From an optimization exercise on the open Yosys and OpenROAD flow, aimed at small area; shortcuts taken in it are not production practice.
RTL that was checked went through simulation tests only; none was proved equivalent to the original.
No activity file was given, so power comes from the tool's default toggle rates.

==> 08-07: inputs <==
Design raster2d, start of the top module:
module raster2d (
    input  wire        clk,
    input  wire        rst,
    input  wire        host_valid,
    output wire        host_ready,
    input  wire [4:0]  host_slot,
    input  wire [3:0]  host_be,
    input  wire [31:0] host_data,
    input  wire [15:0] cfg_base,
    input  wire [15:0] cfg_pitch,
    output wire        mem_req,
    output wire        mem_we,
    output wire [15:0] mem_addr,
    output wire [7:0]  mem_wdata,
    input  wire        mem_ready,
    input  wire [7:0]  mem_rdata,
    output wire        idle
);
export LEC_CHECK = 0
export CAP_MARGIN = 20
export CORE_MARGIN = 2
export CORE_UTILIZATION = 60
export GPL_TIMING_DRIVEN = 0
export SLEW_MARGIN = 20
create_clock -name core_clock -period 20.0 [get_ports {clk}]
standard.sh (not shown) runs the stock make flow with config.mk's settings and CLKGATE_MAP_FILE= SYNTH_SCRIPT=/design/flow/synth_recipe.tcl, a recipe that flattens the netlist after the stock synthesis.
==> flow/flow/run.sh <==
#!/bin/bash
# The standard layout (standard.sh), with three changes to how it is made:
# - the port buffers are the smallest buffer cell, sky130_fd_sc_hd__buf_1;
# - the buffers synthesis put on high-fanout nets are removed before global
#   placement (repair_design re-buffers what needs it);
# - clock tree synthesis uses sky130_fd_sc_hd__clkbuf_16 with sink clusters of up to 25 flops and
#   60 um, and inserts no dummy loads.
here=$(cd "$(dirname "$0")" && pwd)
export BUFFER_PORTS_ARGS="-buffer_cell sky130_fd_sc_hd__buf_1"
export PRE_GLOBAL_PLACE_TCL="$here/pre_gpl.tcl"
export CTS_ARGS="-sink_clustering_enable -repair_clock_nets -dont_use_dummy_load -buf_list sky130_fd_sc_hd__clkbuf_16 -sink_clustering_size 25 -sink_clustering_max_diameter 60"
bash standard.sh > standard.log 2>&1
==> flow/flow/pre_gpl.tcl <==
remove_buffers
==> 09-25: changes against 08-07 <==
--- a/flow/design.v
+++ b/flow/design.v
@@ -86,67 +86,64 @@
             y_neg = (dir == 3'd1) || (dir == 3'd2) || (dir == 3'd3);
         end else begin
             x_en  = !c_ymaj || gef;
             y_en  =  c_ymaj || gef;
             x_neg = !c_xpos;
             y_neg = !c_ypos;
         end
     end
-    wire        use_d = is_bp && !tsel;           
-    wire [15:0] yc    = use_d ? dest_y : cur_y;
-    wire [15:0] xq    = is_bp ? dest_x : cur_x;   
-    wire [15:0] yq    = is_bp ? dest_y : cur_y;   
+    wire        use_d = (state != S_RCY) && (is_bp ^ (tsel || state == S_E1));
+    wire [15:0] xq    = use_d ? dest_x : cur_x;
+    wire [15:0] yq    = use_d ? dest_y : cur_y;
     wire [2:0]  j3    = pj[2:0] + rg0[2:0];
     wire        wrap  = c_ypos ? (j3 == 3'd7) : (j3 == 3'd0);
     wire [2:0]  i3    = pi[2:0] + maj_cnt[2:0];
     wire [2:0]  off3  = (i3 ^ {3{nx}}) + {2'b00, nx};
     wire        offs  = nx && !is_line;
+    wire        cge   = !ph[2] && ph[1:0] != 2'd3;      
     reg  [15:0] a, b;
     reg         inv, cin;
     always @(*) begin
         a = 16'd0; b = 16'd0; inv = 1'b0; cin = 1'b0;
         case (state)
             S_IDLE: b = host_data[15:0];
             S_MUL:  begin
                 a = (kcnt == 4'd15) ? 16'd0 : {dr[14:0], 1'b0};
-                b = yc[kcnt] ? cfg_pitch : 16'd0;
+                b = yq[kcnt] ? cfg_pitch : 16'd0;
             end
             S_ADDB: begin a = dr; b = cfg_base; end
-            S_ADDX: begin a = dr; b = use_d ? dest_x : cur_x; end
+            S_ADDX: begin a = dr; b = xq; end
             S_BIAS: begin a = dr; b = maj_cnt; inv = nx; cin = nx; end
             S_CPY:  a = dr;
             S_J0:   begin b = {4'd0, rg0}; inv = 1'b1; cin = 1'b1; end
             S_I0:   begin b = maj_cnt; inv = 1'b1; cin = !is_line; end
-            S_C1:   begin a = xq; b = {4'd0, rg0}; inv = 1'b1; cin = 1'b1; end
-            S_C2:   begin a = xq; b = {4'd0, rg0}; inv = 1'b1; end
-            S_C3:   begin a = yq; b = {4'd0, rg0}; inv = 1'b1; cin = 1'b1; end
-            S_C4:   begin a = yq; b = {4'd0, rg0}; inv = 1'b1; end
+            S_C1:   begin a = ph[0] ? yq : xq; b = {4'd0, rg0}; inv = 1'b1; cin = cge; end
             S_RS:   begin
                 a = sr;
                 if (is_patf) b = {13'd0, off3};
                 else begin b = pi; inv = nx; cin = nx; end
             end
             S_RDC, S_RD, S_WR: begin
                 a = dr; b = is_line ? 16'd0 : pi; inv = offs; cin = offs;
             end
             S_XST:  begin a = xq; inv = nx; cin = c_xpos; end
             S_INC:  begin a = pi; cin = 1'b1; end
-            S_E1:   begin a = err_term; b = dest_y; end
+            S_E1:   begin a = err_term; b = yq; end
             S_E2:   begin a = err_term; b = maj_cnt; inv = 1'b1; cin = 1'b1; end
-            S_XS:   begin a = cur_x; inv = x_en && x_neg; cin = x_en && !x_neg; end
+            S_XS:   begin a = xq; inv = x_en && x_neg; cin = x_en && !x_neg; end
             S_DXS:  begin a = dr;    inv = x_en && x_neg; cin = x_en && !x_neg; end
-            S_YS:   begin a = cur_y; inv = y_en && y_neg; cin = y_en && !y_neg; end
+            S_YS:   begin a = yq; inv = y_en && y_neg; cin = y_en && !y_neg; end
             S_DYS:  begin
                 a = dr; b = y_en ? cfg_pitch : 16'd0;
                 inv = y_en && y_neg; cin = y_en && y_neg;
             end
             S_XR:   begin a = xq; b = maj_cnt; inv = c_xpos; cin = c_xpos; end
-            S_RCY:  begin a = cur_y;  inv = !c_ypos; cin = c_ypos; end
-            S_RDY:  begin a = dest_y; inv = !c_ypos; cin = c_ypos; end
+            S_RCY:  begin a = yq;  inv = !c_ypos; cin = c_ypos; end
+            S_RDY:  begin a = yq; inv = !c_ypos; cin = c_ypos; end
             S_RDR:  begin a = dr; b = cfg_pitch; inv = !c_ypos; cin = !c_ypos; end
             S_RSR:  begin a = sr; b = cfg_pitch; inv = !c_ypos; cin = !c_ypos; end
             S_RSW:  begin
                 a = sr; b = wrap ? {cfg_pitch[12:0], 3'b000} : 16'd0;
                 inv = wrap && c_ypos; cin = wrap && c_ypos;
             end
             S_RJ:   begin a = {4'hF, pj}; cin = 1'b1; end
             default: ;
@@ -250,19 +247,17 @@
             S_MUL, S_ADDB, S_ADDX, S_BIAS, S_DXS, S_DYS, S_RDR: dr <= z;
             S_CPY, S_RSR: sr <= z;
             S_RSW: if (ph == 3'd0) sr <= z;
             default: ;
         endcase
         if (state == S_I0 || state == S_INC) pi <= z;
         if (state == S_J0 || state == S_RJ) pj <= z[11:0];
         if (state == S_RDC) sv <= mem_rdata;
-        if (state == S_C3) clipf <= cout;
-        if (state == S_C2 || state == S_C4) clipf <= clipf && !cout;
-        if (state == S_C1) clipf <= clipf && cout;
+        if (state == S_C1) clipf <= (clipf || ph == 3'd1) && !(cout ^ cge);
         if (state == S_E2) gef <= ge;
         if (acc) eh <= {err_term[15], 1'b0};
         if (state == S_E1) begin
             if (eh != 2'b11) begin
                 case ({eh[1], cout, dest_y[15]})
                     3'b000: eh <= 2'b00;
                     3'b001: eh <= 2'b10;
                     3'b010: eh <= 2'b01;
@@ -302,20 +297,18 @@
                 end
                 S_MUL:  if (kcnt == 4'd0) state <= S_ADDB;
                 S_ADDB: state <= S_ADDX;
                 S_ADDX: state <= is_line ? S_I0 : (tsel && is_patf) ? S_CPY : S_BIAS;
                 S_BIAS: state <= tsel ? S_CPY : S_J0;
                 S_CPY:  begin tsel <= 1'b0; state <= S_MUL; end
                 S_J0:   if (ph == 3'd0) state <= (z[11:0] == 12'd0) ? S_IDLE : S_I0;
                 S_I0:   state <= S_C3;
-                S_C3:   if (ph == 3'd1) state <= S_C1;
-                S_C1:   state <= S_C4;
-                S_C4:   state <= S_C2;
-                S_C2:   state <= is_bp ? S_RS : S_RD;
+                S_C3:   if (ph == 3'd0) state <= S_C1;    
+                S_C1:   if (ph == 3'd4) state <= is_bp ? S_RS : S_RD;
                 S_RS:   if (mem_ready) state <= S_RDC;
                 S_RDC:  state <= mem_ready ? S_WR : S_RD;
                 S_RD:   if (mem_ready) state <= S_WR;
                 S_WR:   if (do_wr && !mem_ready) state <= S_RD;
                         else if (!is_line) state <= S_XST;
                         else state <= c_radial ? S_XS : S_E1;
                 S_XST:  state <= S_INC;
                 S_E1:   state <= S_E2;
==> flow/flow/run.sh (replaced) <==
#!/bin/bash
export BUFFER_PORTS_ARGS="-buffer_cell sky130_fd_sc_hd__buf_1"
export CTS_ARGS="-sink_clustering_enable -repair_clock_nets -dont_use_dummy_load -buf_list sky130_fd_sc_hd__clkbuf_8 -sink_clustering_size 18 -sink_clustering_max_diameter 50"
bash standard.sh > standard.log 2>&1
==> flow/config.mk (replaced) <==
export PLATFORM = sky130hd
export DESIGN_NAME = raster2d
export DESIGN_NICKNAME = raster2d
export VERILOG_FILES = /design/flow/design.v
export SDC_FILE = /design/flow/constraint.sdc
export NUM_CORES = 4
export LEC_CHECK = 0
export CAP_MARGIN = 0
export CORE_MARGIN = 2
export CORE_UTILIZATION = 65
export GPL_TIMING_DRIVEN = 0
export SLEW_MARGIN = 0
removed: flow/flow/pre_gpl.tcl
==> comparison table <==
Area taken by flip-flops and latches: 08-07 8590 um2; 09-25 8590 um2
Share of post-route cells with drive strength above 1: 08-07 0.0865; 09-25 0.0654
Detail-routed net length per standard cell: 08-07 26.8 um; 09-25 26.6 um
Cell Area, Synth: 08-07 15600 um2; 09-25 15200 um2
Vias post-DR: 08-07 12400; 09-25 12400
Basic-gate share of the synthesized area counting and, or, nand and nor cells: 08-07 0.141; 09-25 0.111
Pre-CTS setup slack: 08-07 8210 ps; 09-25 7690 ps
Yosys cell types: 08-07 76; 09-25 83
Clk network pwr share: 08-07 0.144; 09-25 0.183
First-pass GRT wire length: 08-07 71000 um; 09-25 69800 um
Result of the run: 08-07 finished clean; 09-25 finished clean
Max power group: 08-07 combinational cells; 09-25 registers
Met1 Routed Length: 08-07 20000 um; 09-25 18100 um
Flip-flop and latch power: 08-07 1160 uW; 09-25 912 uW
Ratio of total power to cell area: 08-07 171 nW/um2; 09-25 109 nW/um2
Clock insertion delay at the later pin of the skew report: 08-07 570 ps; 09-25 620 ps
No functional check of the RTL was part of any run of this note.

---

==> 12-25: inputs <==
Another version of the RTL of raster2d (not shown whole).
export LEC_CHECK = 0
export CAP_MARGIN = 10
export CORE_MARGIN = 2
export CORE_UTILIZATION = 70
export GPL_TIMING_DRIVEN = 0
export SLEW_MARGIN = 0
create_clock -name core_clock -period 20.0 [get_ports {clk}]
==> flow/flow/run.sh <==
#!/bin/bash
# Layout flow: the standard layout (standard.sh: unchanged synthesis,
# floorplan, power grid, placement, routing), with three changes to how the
# layout is made:
# - the port buffers that global placement adds to every input and output
#   are the smallest buffer cell, sky130_fd_sc_hd__buf_1;
# - the buffers synthesis put on high-fanout nets are removed before global
#   placement (pre_gpl.tcl); the resizer's repair_design re-buffers the nets
#   that need it;
# - clock tree synthesis uses sky130_fd_sc_hd__clkbuf_8 with sink clusters
#   of up to 18 flip-flops within 50 um, and inserts no dummy loads.
# The make output goes to standard.log; each ORFS step logs under orfs/logs.
here=$(cd "$(dirname "$0")" && pwd)
export BUFFER_PORTS_ARGS="-buffer_cell sky130_fd_sc_hd__buf_1"
export PRE_GLOBAL_PLACE_TCL="$here/pre_gpl.tcl"
export CTS_ARGS="-sink_clustering_enable -repair_clock_nets -dont_use_dummy_load -buf_list sky130_fd_sc_hd__clkbuf_8 -sink_clustering_size 18 -sink_clustering_max_diameter 50"
bash standard.sh > standard.log 2>&1
==> flow/flow/pre_gpl.tcl <==
# Sourced by ORFS before global placement (PRE_GLOBAL_PLACE_TCL).
remove_buffers
==> 02-07 (differences from 12-25) <==
--- a/flow/design.v
+++ b/flow/design.v
@@ -22,13 +22,15 @@
     localparam S_ADDX = 5'd3;    
     localparam S_BIAS = 5'd4;    
     localparam S_CPY  = 5'd5;    
     localparam S_J0   = 5'd6;    
     localparam S_I0   = 5'd7;    
     localparam S_C1   = 5'd8;    
+    localparam S_C2   = 5'd9;    
     localparam S_C3   = 5'd10;   
+    localparam S_C4   = 5'd11;   
     localparam S_RS   = 5'd12;   
     localparam S_RDC  = 5'd13;   
     localparam S_RD   = 5'd14;   
     localparam S_WR   = 5'd15;   
     localparam S_XST  = 5'd16;   
     localparam S_INC  = 5'd17;   
@@ -86,60 +88,63 @@
             x_en  = !c_ymaj || gef;
             y_en  =  c_ymaj || gef;
             x_neg = !c_xpos;
             y_neg = !c_ypos;
         end
     end
-    wire        use_d = (state != S_RCY) && (is_bp ^ (tsel || state == S_E1));
-    wire [15:0] xq    = use_d ? dest_x : cur_x;
-    wire [15:0] yq    = use_d ? dest_y : cur_y;
+    wire        use_d = is_bp && !tsel;           
+    wire [15:0] yc    = use_d ? dest_y : cur_y;
+    wire [15:0] xq    = is_bp ? dest_x : cur_x;   
+    wire [15:0] yq    = is_bp ? dest_y : cur_y;   
     wire [2:0]  j3    = pj[2:0] + rg0[2:0];
     wire        wrap  = c_ypos ? (j3 == 3'd7) : (j3 == 3'd0);
     wire [2:0]  i3    = pi[2:0] + maj_cnt[2:0];
     wire [2:0]  off3  = (i3 ^ {3{nx}}) + {2'b00, nx};
     wire        offs  = nx && !is_line;
-    wire        cge   = !ph[2] && ph[1:0] != 2'd3;      
     reg  [15:0] a, b;
     reg         inv, cin;
     always @(*) begin
         a = 16'd0; b = 16'd0; inv = 1'b0; cin = 1'b0;
         case (state)
             S_IDLE: b = host_data[15:0];
             S_MUL:  begin
                 a = (kcnt == 4'd15) ? 16'd0 : {dr[14:0], 1'b0};
-                b = yq[kcnt] ? cfg_pitch : 16'd0;
+                b = yc[kcnt] ? cfg_pitch : 16'd0;
             end
             S_ADDB: begin a = dr; b = cfg_base; end
-            S_ADDX: begin a = dr; b = xq; end
+            S_ADDX: begin a = dr; b = use_d ? dest_x : cur_x; end
             S_BIAS: begin a = dr; b = maj_cnt; inv = nx; cin = nx; end
             S_CPY:  a = dr;
             S_J0:   begin b = {4'd0, rg0}; inv = 1'b1; cin = 1'b1; end
             S_I0:   begin b = maj_cnt; inv = 1'b1; cin = !is_line; end
-            S_C1:   begin a = ph[0] ? yq : xq; b = {4'd0, rg0}; inv = 1'b1; cin = cge; end
+            S_C1:   begin a = xq; b = {4'd0, rg0}; inv = 1'b1; cin = 1'b1; end
+            S_C2:   begin a = xq; b = {4'd0, rg0}; inv = 1'b1; end
+            S_C3:   begin a = yq; b = {4'd0, rg0}; inv = 1'b1; cin = 1'b1; end
+            S_C4:   begin a = yq; b = {4'd0, rg0}; inv = 1'b1; end
             S_RS:   begin
                 a = sr;
                 if (is_patf) b = {13'd0, off3};
                 else begin b = pi; inv = nx; cin = nx; end
             end
             S_RDC, S_RD, S_WR: begin
                 a = dr; b = is_line ? 16'd0 : pi; inv = offs; cin = offs;
             end
             S_XST:  begin a = xq; inv = nx; cin = c_xpos; end
             S_INC:  begin a = pi; cin = 1'b1; end
-            S_E1:   begin a = err_term; b = yq; end
+            S_E1:   begin a = err_term; b = dest_y; end
             S_E2:   begin a = err_term; b = maj_cnt; inv = 1'b1; cin = 1'b1; end
-            S_XS:   begin a = xq; inv = x_en && x_neg; cin = x_en && !x_neg; end
+            S_XS:   begin a = cur_x; inv = x_en && x_neg; cin = x_en && !x_neg; end
             S_DXS:  begin a = dr;    inv = x_en && x_neg; cin = x_en && !x_neg; end
-            S_YS:   begin a = yq; inv = y_en && y_neg; cin = y_en && !y_neg; end
+            S_YS:   begin a = cur_y; inv = y_en && y_neg; cin = y_en && !y_neg; end
             S_DYS:  begin
                 a = dr; b = y_en ? cfg_pitch : 16'd0;
                 inv = y_en && y_neg; cin = y_en && y_neg;
             end
             S_XR:   begin a = xq; b = maj_cnt; inv = c_xpos; cin = c_xpos; end
-            S_RCY:  begin a = yq;  inv = !c_ypos; cin = c_ypos; end
-            S_RDY:  begin a = yq; inv = !c_ypos; cin = c_ypos; end
+            S_RCY:  begin a = cur_y;  inv = !c_ypos; cin = c_ypos; end
+            S_RDY:  begin a = dest_y; inv = !c_ypos; cin = c_ypos; end
             S_RDR:  begin a = dr; b = cfg_pitch; inv = !c_ypos; cin = !c_ypos; end
             S_RSR:  begin a = sr; b = cfg_pitch; inv = !c_ypos; cin = !c_ypos; end
             S_RSW:  begin
                 a = sr; b = wrap ? {cfg_pitch[12:0], 3'b000} : 16'd0;
                 inv = wrap && c_ypos; cin = wrap && c_ypos;
             end
@@ -195,14 +200,13 @@
     assign mem_wdata = vv;
     wire [4:0]  hs   = host_slot;
     wire [3:0]  be   = host_be;
     wire [31:0] hd   = host_data;
     wire [15:0] hdm  = hd[15:0] & {16{~rst}};
     wire [7:0]  mflo = be[0] ? hd[7:0] : mf_latch;
-    wire [11:0] mfv  = {hd[11:8], mflo};
-    wire [11:0] mfvm = mfv & {12{~rst}};
+    wire [11:0] mfvm = {hd[11:8], mflo} & {12{~rst}};
     wire        l0   = acc && be[0];
     wire        l1   = acc && be[1];
     wire        mfc  = l1 && hs == 5'd15;
     wire [2:0]  ntype = hd[15:13];
     wire        go    = l1 && hs == 5'd6 && !hd[8] && maj_cnt != 16'd0 &&
                         (ntype == 3'd1 || ntype == 3'd2 || ntype == 3'd6 || ntype == 3'd7);
@@ -248,13 +252,15 @@
             S_RSW: if (ph == 3'd0) sr <= z;
             default: ;
         endcase
         if (state == S_I0 || state == S_INC) pi <= z;
         if (state == S_J0 || state == S_RJ) pj <= z[11:0];
         if (state == S_RDC) sv <= mem_rdata;
-        if (state == S_C1) clipf <= (clipf || ph == 3'd1) && !(cout ^ cge);
+        if (state == S_C3) clipf <= cout;
+        if (state == S_C2 || state == S_C4) clipf <= clipf && !cout;
+        if (state == S_C1) clipf <= clipf && cout;
         if (state == S_E2) gef <= ge;
         if (acc) eh <= {err_term[15], 1'b0};
         if (state == S_E1) begin
             if (eh != 2'b11) begin
                 case ({eh[1], cout, dest_y[15]})
                     3'b000: eh <= 2'b00;
@@ -267,13 +273,13 @@
             end
         end
         if (state == S_E2 && eh == 2'b01) eh <= cout ? 2'b11 : 2'b00;
     end
     always @(posedge clk) begin
         rg0 <= rg1; rg1 <= rg2; rg2 <= rg3; rg3 <= rg4;
-        rg4 <= (mfc && mfring) ? mfv : clr ? 12'd0 : rg0;
+        rg4 <= (mfc && mfring) ? mfvm : clr ? 12'd0 : rg0;
         if (rst) begin
             ph  <= 3'd0;
             clr <= 1'b1;
         end else begin
             ph  <= (ph == 3'd4) ? 3'd0 : ph + 3'd1;
             if (ph == 3'd4) clr <= 1'b0;
@@ -287,29 +293,31 @@
         if (rst) begin
             state <= S_IDLE;
         end else begin
             case (state)
                 S_IDLE: if (go) begin
                     state <= S_MUL;
-                    tsel  <= hd[15];                  
+                    tsel  <= hd[14];                  
                     ctype <= (hd[15:13] == 3'd1) ? 2'd0 : (hd[15:13] == 3'd2) ? 2'd1 :
                              hd[14:13];
                 end
                 S_MUL:  if (kcnt == 4'd0) state <= S_ADDB;
                 S_ADDB: state <= S_ADDX;
                 S_ADDX: state <= is_line ? S_I0 : (tsel && is_patf) ? S_CPY : S_BIAS;
                 S_BIAS: state <= tsel ? S_CPY : S_J0;
                 S_CPY:  begin tsel <= 1'b0; state <= S_MUL; end
                 S_J0:   if (ph == 3'd0) state <= (z[11:0] == 12'd0) ? S_IDLE : S_I0;
                 S_I0:   state <= S_C3;
-                S_C3:   if (ph == 3'd0) state <= S_C1;    
-                S_C1:   if (ph == 3'd4) state <= is_bp ? S_RS : S_RD;
+                S_C3:   if (ph == 3'd1) state <= S_C1;
+                S_C1:   state <= S_C4;
+                S_C4:   state <= S_C2;
+                S_C2:   state <= is_bp ? S_RS : S_RD;
                 S_RS:   if (mem_ready) state <= S_RDC;
                 S_RDC:  state <= mem_ready ? S_WR : S_RD;
                 S_RD:   if (mem_ready) state <= S_WR;
-                S_WR:   if (!mem_ready) state <= S_RD;
+                S_WR:   if (do_wr && !mem_ready) state <= S_RD;
                         else if (!is_line) state <= S_XST;
                         else state <= c_radial ? S_XS : S_E1;
                 S_XST:  state <= S_INC;
                 S_E1:   state <= S_E2;
                 S_E2:   state <= S_XS;
                 S_XS:   state <= S_DXS;
==> flow/flow/run.sh (replaced) <==
#!/bin/bash
# The standard layout (standard.sh), with three changes to how it is made:
# - the port buffers are the smallest buffer cell, sky130_fd_sc_hd__buf_1;
# - the buffers synthesis put on high-fanout nets are removed before global
#   placement (repair_design re-buffers what needs it);
# - clock tree synthesis uses sky130_fd_sc_hd__clkbuf_8 with sink clusters of up to 15 flops and
#   40 um, and inserts no dummy loads.
here=$(cd "$(dirname "$0")" && pwd)
export BUFFER_PORTS_ARGS="-buffer_cell sky130_fd_sc_hd__buf_1"
export PRE_GLOBAL_PLACE_TCL="$here/pre_gpl.tcl"
export CTS_ARGS="-sink_clustering_enable -repair_clock_nets -dont_use_dummy_load -buf_list sky130_fd_sc_hd__clkbuf_8 -sink_clustering_size 15 -sink_clustering_max_diameter 40"
bash standard.sh > standard.log 2>&1
==> flow/flow/pre_gpl.tcl (replaced) <==
remove_buffers
==> flow/config.mk (replaced) <==
export PLATFORM = sky130hd
export DESIGN_NAME = raster2d
export DESIGN_NICKNAME = raster2d
export VERILOG_FILES = /design/flow/design.v
export SDC_FILE = /design/flow/constraint.sdc
export NUM_CORES = 4
export LEC_CHECK = 0
export CAP_MARGIN = 20
export CORE_MARGIN = 2
export CORE_UTILIZATION = 60
export GPL_TIMING_DRIVEN = 0
export SLEW_MARGIN = 20
==> impl_metrics.json <==
{
  "status": "no timing/DRC/antenna violations",
  "period_share_pct": 68.4,
  "p_comb_share_pct": 23.5,
  "drt-met1-wl_um": 16600,
  "critical_path.reg2reg.endpoint": "err_term[2]$_DFFE_PP_",
  "reg2reg_slack_ps": 9260,
  "area_growth_syn_to_layout_pct": 7.60,
  "synthAdderAreaFrac_pct": 2.62
}
(the above is from 12-25)
==> impl_metrics.json <==
{
  "reg2reg_slack_ps": 12130,
  "status": "no timing/DRC/antenna violations",
  "synthAdderAreaFrac_pct": 2.35,
  "period_share_pct": 59.3,
  "area_growth_syn_to_layout_pct": 10.2
}
(the above is from 02-07)
For 02-07, only the layout was checked, not whether the RTL still works.

afterwards: timing with drivers on the ports:
In the flow no input, the clock included, has a driving cell. The finished layouts below were timed again as built, in two steps.
Step 1 assumes that a clkbuf_16 drives the clock port and a buf_2 every other input.
Step 2 times the ports against the registers' clock, not the clock port: input delays grow and output delays shrink by t, the midpoint of the rising clock arrivals with the driver on.
a / b / c = ideal / step 1 / step 2; a / b = the first two.
| run | t (ns) | slack for setup (ns) | worst setup path after step 2 | worst data-port slew with drivers (ns) |
|---|---|---|---|---|
| 08-07 | 0.577 | 8.140 / 8.119 / 8.119 | input to output | 0.06 |
| 09-25 | 0.627 | 7.506 / 7.485 / 7.485 | input to output | 0.08 |
| 12-25 | 0.617 | 6.312 / 6.270 / 6.887 | register to output | 0.05 |
| 02-07 | 0.595 | 8.135 / 8.115 / 8.115 | input to output | 0.07 |
After both steps setup and hold are still met in every run listed.
